From an optimization exercise on the open Yosys and OpenROAD flow, aimed at small area; shortcuts taken in it are not production practice. At most, simulation tests tie the RTL to the original design; equivalence was not proved. The RTL of run 2 was laid out without a check of its function.

==> flow/design.v (outline; a module is shown in full before it is edited, if it fits) <==
// module tflf: 1290 lines
// module tflf_ao22: 7 lines
// module tflf_aoi222: 8 lines
// module tflf_sel60: 18 lines
// module tflf_fa: 7 lines
module tflf (
    input  wire          clk,
    input  wire          rst,
    input  wire          cancel,
    input  wire          op_valid,
    output wire          op_ready,
    input  wire [2:0]    op_sel,
    input  wire [7:0]    op_cmd,
    input  wire [7:0]    op_plen,
    input  wire [479:0]  op_params,    
    input  wire [15:0]   op_freq,
    input  wire          rx_valid,
    output wire          rx_ready,
    input  wire [7:0]    rx_data,
    input  wire          rx_timeout,
    output wire          tx_valid,
    input  wire          tx_ready,
    output wire [7:0]    tx_data,
    input  wire          tx_fail,
    output reg           res_valid,
    output reg  [2:0]    res_kind,
    output reg  [48:0]   res_payload,
    output wire          busy,
    output wire          dead,
    output reg  [3:0]    fsm,
    output wire [7:0]    cnt,
    output wire [7:0]    len,
    output reg  [7:0]    acc,
    output reg  [2:0]    op,
    output wire [7:0]    req_id,
    output wire [7:0]    tx_len,
    output wire [7:0]    tx_idx,
    output reg  [15:0]   dist_cm,
    output reg  [15:0]   strength,
    output reg  [15:0]   temp_raw,
    output reg           csum_ok,
    output reg           tlm_valid,
    output wire [16:0]   temp_q3,
    output wire [7:0]    resp_id,
    output wire [7:0]    resp_len,
    output reg           resp_valid,
    output reg  [7:0]    ver_patch,
    output reg  [7:0]    ver_minor,
    output reg  [7:0]    ver_major,
    output reg           ver_valid,
    output reg  [2:0]    err,
    output reg           err_corr,
    input  wire [7:0]    x_addr,
    output wire [7:0]    x_data,
    input  wire [7:0]    t_addr,
    output wire [7:0]    t_data
);
  // ...
==> flow/flow/run.sh <==
#!/bin/bash
# The standard layout (the standard.sh, unchanged synthesis), with the
# port buffers that global placement inserts made from the smallest buffer
# cell, sky130_fd_sc_hd__buf_1, instead of the resizer's default choice.
set -euo pipefail
export BUFFER_PORTS_ARGS="-buffer_cell sky130_fd_sc_hd__buf_1"
bash standard.sh > standard.log 2>&1
==> flow/standard.sh <==
#!/bin/bash
# synth_recipe.tcl (not shown) runs the flow's synth.tcl, then flattens the netlist and writes it again
# the make line also repeats each setting of config.mk as NAME=value (left out here)
make -C /OpenROAD-flow-scripts/flow DESIGN_CONFIG=/design/flow/config.mk WORK_HOME=/design/flow/orfs CLKGATE_MAP_FILE= SYNTH_SCRIPT=/design/flow/synth_recipe.tcl "${@:-finish}"
==> flow/config.mk <==
export PLATFORM = sky130hd
export DESIGN_NAME = tflf
export DESIGN_NICKNAME = tflf
export VERILOG_FILES = /design/flow/design.v
export SDC_FILE = /design/flow/constraint.sdc
export NUM_CORES = 4
export LEC_CHECK = 0
export CAP_MARGIN = 20
export CORE_MARGIN = 2
export CORE_UTILIZATION = 55
export CTS_BUF_LIST = sky130_fd_sc_hd__clkbuf_16
export CTS_CLUSTER_DIAMETER = 100
export CTS_CLUSTER_SIZE = 25
export PLACE_DENSITY = 0.65
export SLEW_MARGIN = 20
export SYNTH_HIERARCHICAL = 1
export SYNTH_MINIMUM_KEEP_SIZE = 0
==> flow/constraint.sdc <==
create_clock -name core_clock -period 25.0 [get_ports {clk}]
set_input_delay 5.0000 -clock core_clock [delete_from_list [all_inputs] [get_ports {clk}]]
set_output_delay 5.0000 -clock core_clock [all_outputs]
set_load 0.01 [all_outputs]
==> impl_metrics.tcl, run 1 <==
set metrics [dict create \
    status "timing/DRC/antenna clean" \
    place_inst 6500 \
    hold_viol_final 0 \
    signal_buffers 842 \
    async_flop_share_pct 0 \
    crit_fanout 3 \
    buf_share_pct 6.07 \
    avgSynthCellArea_um2 11.2 \
    crit_end "t_data[7]" \
    synth_warnings 7 \
    routabilityCongestion 1.05 \
    post_cts_resized 0 \
    dieArea_mm2 0.0953 \
    core_area_mm2 0.0918 \
    clkCellAreaFrac_pct 2.50 \
    met2_length_um 100000 \
    multi_input_area_share_pct 49.3 \
    grt.total_usage_pct 45.5 \
    wl_met3_um 24700 \
    cp_num_cells 38 \
    cts_setup_buffers 0 \
    crit_buf_inv 1 \
    cp_slowest_cell "fa_1" \
    fin_crit_ns 20.44 \
    h-tree-depth 2 \
    whs_ns 0.476 \
    numCtsBuffers 51 \
    path_delay_family "adder cells" \
    grt_antenna_before_repair 14 \
    fmax_ghz 0.0489 \
    synth.area.mux_share_pct 0.713 \
    use_met2_pct 70.7 \
]
==> run 2, diff against run 1 <==
--- a/flow/design.v
+++ b/flow/design.v
@@ -120,21 +120,23 @@
     wire [6:0] b_plen = is_freq ? 7'd2 : (is_ver ? 7'd0 : op_plen[6:0]);
     wire [1:0] b_id   = is_freq ? 2'd3 : (is_ver ? 2'd1 : op_cmd[1:0]);
     wire [6:0] b_len  = b_plen + 7'd4;
     wire t_we = ev_req && (fsm == S_IDLE) && !req_bad && req_builds;
     reg  [479:0] tp;
     wire [479:0] tp_in = {op_params[479:16],
                           is_freq ? op_freq : op_params[15:0]};
     wire [479:0] tp_d;
+    wire [59:0]  t_wr_all;
+    tflf_twmask u_twm (.we(t_we), .plen(b_plen), .y(t_wr_all));
     wire         t_keep = ~t_we;
     genvar gk, gb;
     generate
         for (gk = 0; gk < 60; gk = gk + 1) begin : g_tp
-            wire t_wr = t_we & (b_plen > gk);
+            wire t_wr = t_wr_all[gk];
             for (gb = 0; gb < 8; gb = gb + 1) begin : g_bit
                 tflf_ao22 u_d (.a0(t_wr), .b0(tp_in[8*gk+gb]),
                                .a1(t_keep), .b1(tp[8*gk+gb]), .y(tp_d[8*gk+gb]));
             end
         end
     endgenerate
     always @(posedge clk)
         tp <= tp_d;
@@ -997,49 +999,48 @@
     wire cs_485 = cs_478 ^ cs_479;
     wire cs_486 = cs_480 ^ cs_481;
     wire cs_487 = cs_482 ^ cs_483;
     wire cs_488 = cs_484 ^ cs_485;
     wire cs_489 = cs_486 ^ cs_487;
     wire cs_490 = cs_488 ^ cs_489;
     wire [7:0] t_sum = {cs_490, cs_370, cs_309, cs_249, cs_189, cs_131, cs_77, cs_30};
     wire [5:0]  ta     = (fsm == S_CSEND) ? txi_r[5:0] : t_addr[5:0];
-    wire [63:0] t_oh   = 64'd1 << ta;
+    wire [63:0] t_oh;
+    tflf_dec64 u_tdec (.a(ta), .y(t_oh));
     wire [5:0]  t_last = txl_r[5:0] - 6'd1;
     wire [7:0]  t_par;
     tflf_sel60 u_tsel (.oh(t_oh[62:3]), .d(tp), .y(t_par));
     wire [7:0]  t_rd   = (ta == t_last) ? t_sum :
                          (t_par | ({8{t_oh[0]}} & CMD_HDR) |
                                   ({8{t_oh[1]}} & {1'b0, txl_r}) |
                                   ({8{t_oh[2]}} & {6'd0, tid_r}));
     assign t_data  = t_rd;
     assign tx_data = t_rd;
     reg  [479:0] xs;
     wire [479:0] xs_d;
     wire x_wr = ev_rx && ((fsm == S_TREAD) || (fsm == S_RPAY) || (fsm == S_RCSUM));
+    wire [59:0] x_we_all, x_keep_all;
+    tflf_xwdec u_xwd (.wr(x_wr), .tread(fsm == S_TREAD), .cnt(cnt_r[5:0]),
+                      .we(x_we_all), .keep(x_keep_all));
     generate
         for (gk = 0; gk < 60; gk = gk + 1) begin : g_xs
-            wire we_k;
-            if (gk == 59) begin : g_last
-                assign we_k = x_wr && ((cnt_r[5:0] == 6'd62) ||
-                                       ((fsm == S_TREAD) && (cnt_r[5:0] == 6'd2)));
-            end else begin : g_pay
-                assign we_k = x_wr && (cnt_r[5:0] == gk + 3);
-            end
-            wire keep_k = ~we_k;
+            wire we_k = x_we_all[gk];
+            wire keep_k = x_keep_all[gk];
             for (gb = 0; gb < 8; gb = gb + 1) begin : g_bit
                 tflf_ao22 u_d (.a0(we_k), .b0(rx_data[gb]),
                                .a1(keep_k), .b1(xs[8*gk+gb]), .y(xs_d[8*gk+gb]));
             end
         end
     endgenerate
     always @(posedge clk)
         xs <= xs_d;
     wire [5:0]  xa   = x_addr[5:0];
-    wire [63:0] x_oh = 64'd1 << xa;
+    wire [63:0] x_oh;
+    tflf_dec64 u_xdec (.a(xa), .y(x_oh));
     wire [7:0]  x_pay;
     tflf_sel60 u_xsel (.oh(x_oh[62:3]), .d(xs), .y(x_pay));
     assign x_data = x_pay | ({8{x_oh[0]}} & CMD_HDR) |
                             ({8{x_oh[1]}} & {1'b0, len_r}) |
                             ({8{x_oh[2]}} & {6'd0, rid_r}) |
                             ({8{x_oh[63]}} & acc);
     wire       r_known   = (xid_r != 2'd0);
     wire       r_csum_ok = (acc == rx_data);
@@ -1323,8 +1324,53 @@
 endmodule
 module tflf_fa (
     input  wire a, input wire b, input wire c,
     output wire s, output wire co
 );
     assign s  = a ^ b ^ c;
     assign co = (a & b) | (a & c) | (b & c);
 endmodule
+module tflf_dec64 (
+    input  wire [5:0]  a,
+    output wire [63:0] y
+);
+    wire [7:0] lo = 8'd1 << a[2:0];
+    wire [7:0] hi = 8'd1 << a[5:3];
+    genvar h, l;
+    generate
+        for (h = 0; h < 8; h = h + 1) begin : g_h
+            for (l = 0; l < 8; l = l + 1) begin : g_l
+                assign y[8*h+l] = hi[h] & lo[l];
+            end
+        end
+    endgenerate
+endmodule
+module tflf_twmask (
+    input  wire        we,
+    input  wire [6:0]  plen,
+    output wire [59:0] y
+);
+    genvar k;
+    generate
+        for (k = 0; k < 60; k = k + 1) begin : g_k
+            assign y[k] = we & (plen > k);
+        end
+    endgenerate
+endmodule
+module tflf_xwdec (
+    input  wire        wr,
+    input  wire        tread,
+    input  wire [5:0]  cnt,
+    output wire [59:0] we,
+    output wire [59:0] keep
+);
+    wire [63:0] oh;
+    tflf_dec64 u_dec (.a(cnt), .y(oh));
+    genvar k;
+    generate
+        for (k = 0; k < 59; k = k + 1) begin : g_k
+            assign we[k] = wr & oh[k+3];
+        end
+    endgenerate
+    assign we[59] = wr & (oh[62] | (tread & oh[2]));
+    assign keep = ~we;
+endmodule
==> run 2 against run 1 <==
Effect of this change: first-iteration DRC count fell by 7.0%; clock-buffer cell count fell by 1; non-clock buffer count fell by 11; die area rose by 0.44%; final cell count fell by 1.1%; area after synthesis rose by 0.45%; synthesized cell count fell by 1.3%; highest routed layer unchanged; fmax rose by 1.0%; core utilization fell by 0.79 points.
==> impl_metrics.tcl, run 2 <==
set metrics [dict create \
    status "timing/DRC/antenna clean" \
    syn_area_mm2 0.0513 \
    crit_path_start_kind "register" \
    clockBufferDepth 3 \
    skew_ns 0.0416 \
    clk_pin_slew_ns 0.10 \
    crit_fanout 3 \
    hold_start "dist_cm[10]$_SDFFE_PP0P_" \
    drcViolationCount 0 \
    synthCells 4492 \
    maxSlewViolCount 0 \
    drive_above_1_share_pct 3.57 \
    hpwlAfterDp_um 170000 \
    final_cell_mix "1097 x dfxtp_1, 984 x a22o_1, 765 x buf_1" \
    grtUsageMet1_pct 55.2 \
    fmax_ghz 0.0494 \
    cp_common_cell "fa_1" \
    grt.total_usage_pct 44.4 \
    die_x_um 309 \
    final_util_pct 61.2 \
    clock_sinks 1101 \
    cts_hold_buf 0 \
    cp.arrival_ns 15.24 \
    hold_viol_final 0 \
    hold_depth 2 \
    syn_to_final_growth_pct 10.9 \
    cp.required_ns 20.00 \
    start_util_pct 55.2 \
    dieArea_mm2 0.0957 \
    reg_top3 "tp x480, xs x480" \
    path_class "register to output port" \
    r2r_cells 8 \
    port_buffers 774 \
    rr_startpoint "fsm[3]$_SDFFE_PP0P_" \
    row_count 112 \
    drt-vias-per-instance 6.94 \
    drt_iter0_drc 7818 \
    numCtsBuffers 50 \
    cp-end-kind "output port" \
    first_pass_iters 11 \
    routabilityCongestion 1.10 \
    nets 6171 \
    root_buffer "clkbuf_16" \
    ant_nets 0 \
    wl_um 221000 \
    post_cts_resized 0 \
    slew_headroom_pct 14.5 \
    layout_commonest_cell "dfxtp_1" \
    period_share_pct 81.0 \
    h-tree-depth 2 \
    rsz0062_at_grt "false" \
    busiest_layer "met2" \
    path_delay_family "adder cells" \
    synth_warnings 7 \
    grt_first_pass_wirelength_um 303000 \
    cp_slowest_cell "fa_1" \
    avgSynthCellArea_um2 11.4 \
    grt_max_degree 214 \
    clkLatencyLatePin_ns 0.72 \
    met3_usage_pct 10.8 \
    tns_ns 0 \
    reg2reg_setup_slack_ns 20.45 \
    fillers 7916 \
    cap_violations 0 \
    fp.dieH_um 309 \
    io_pins 797 \
    min_path_type "register to register" \
    vias 45100 \
    r2r_end "xs[336]$_DFF_P_" \
    setup_violations 0 \
    grt_antenna_before_repair 13 \
    fin_crit_ns 20.24 \
    multi_input_area_mm2 0.0281 \
    grt_pass1_vias 41500 \
    cts_setup_buffers 0 \
    gr-total-overflow 0 \
    core_area_mm2 0.0929 \
    max_stage_delay_ns 0.64 \
    use_met2_pct 68.0 \
    wl_per_cell_um 33.9 \
    hold_end "dist_cm[10]$_SDFFE_PP0P_" \
    regArea_mm2 0.0221 \
    crit_buf_inv 1 \
    cts_tree "built" \
    worst_pin_slew_ns 1.28 \
]
==> run 2: cell count changes in the layout (fill, tap and decap cells not counted), moves of 11 or more <==
cell	previous run	this run
inv_1	91	106
nand4bb_1	0	18
nor2b_1	21	10
o21ai_0	55	29
nor3_1	51	32
nor2_1	252	338
a21oi_1	175	131
mux2i_1	15	59
nand4b_1	2	13
nand2_1	338	239
nand3_1	43	25
xnor2_1	140	129
==> run 2: through the flow <==
stage / setup slack (ns) / cell area, µm² / cells / hold slack (ns)
2_1_floorplan: 6.12 / 51400 / 4512 / 0.438
3_3_place_gp: 5.55 / 55500 / 6435 / 0.451
3_5_place_dp: 5.54 / 55500 / 6436 / 0.453
4_1_cts: 4.74 / 56800 / 6497 / 0.479
5_1_grt: 4.35 / 56900 / 6498 / 0.488
6_report: 4.76 / 56900 / 6501 / 0.480
==> run 2: worst max path at each step <==
stage | startpoint | to | cells after the start
floorplan | tp[24]$_DFF_P_ | tx_data[7] | 38
global placement | tp[24]$_DFF_P_ | tx_data[7] | 38
detailed placement | tp[32]$_DFF_P_ | tx_data[7] | 38
CTS | tp[32]$_DFF_P_ | tx_data[7] | 38
global route | tp[32]$_DFF_P_ | tx_data[7] | 38
finish | tp[32]$_DFF_P_ | tx_data[7] | 38
==> run 2: layer usage <==
metal | vias to the layer above | part of all wire, %
li1 | 19000 | -
met1 | 22300 | 36
met2 | 3146 | 44
met3 | 723 | 11
met4 | 12 | 8.7
met5 | - | 0.036
==> run 2: tightest hold or removal path: cells and delay by family, from the launching register on <==
kind	cells	cell delay [ns]
flops	1	0.33
simple gates	1	0.05
compound gates	1	0.05
==> run 2: cell type report <==
cell class | count | area share, %
timing repair buffer | 831 | 5.91
inverter | 101 | 0.667
tap | 1254 | 2.76
antenna | 4 | 0.0176
multi-input combinational | 3149 | 49.4
sequential | 1101 | 38.8
clock inverter | 11 | 0.176
clock buffer | 50 | 2.20

-- separate check: timing with driven ports --
In the flow no input, the clock included, has a driving cell. The finished layouts below were timed again as built, in two steps. Step 1 assumes that a clkbuf_16 drives the clock port and a buf_2 every other input. Step 2, shift: input delay + t, output delay - t, t = (earliest + latest rising clock arrival at the registers) / 2. This alone moves slack from input paths to output paths. a / b / c = no drivers / after step 1 / after step 2; a / b = the first two.
run	t (ns)	slack for setup (ns)	cell pins on the clock port's net
run 1	0.760	4.556 / 4.481 / 5.242	1
run 2	0.773	4.760 / 4.686 / 5.459	1
After both steps setup and hold are still met in every run listed.
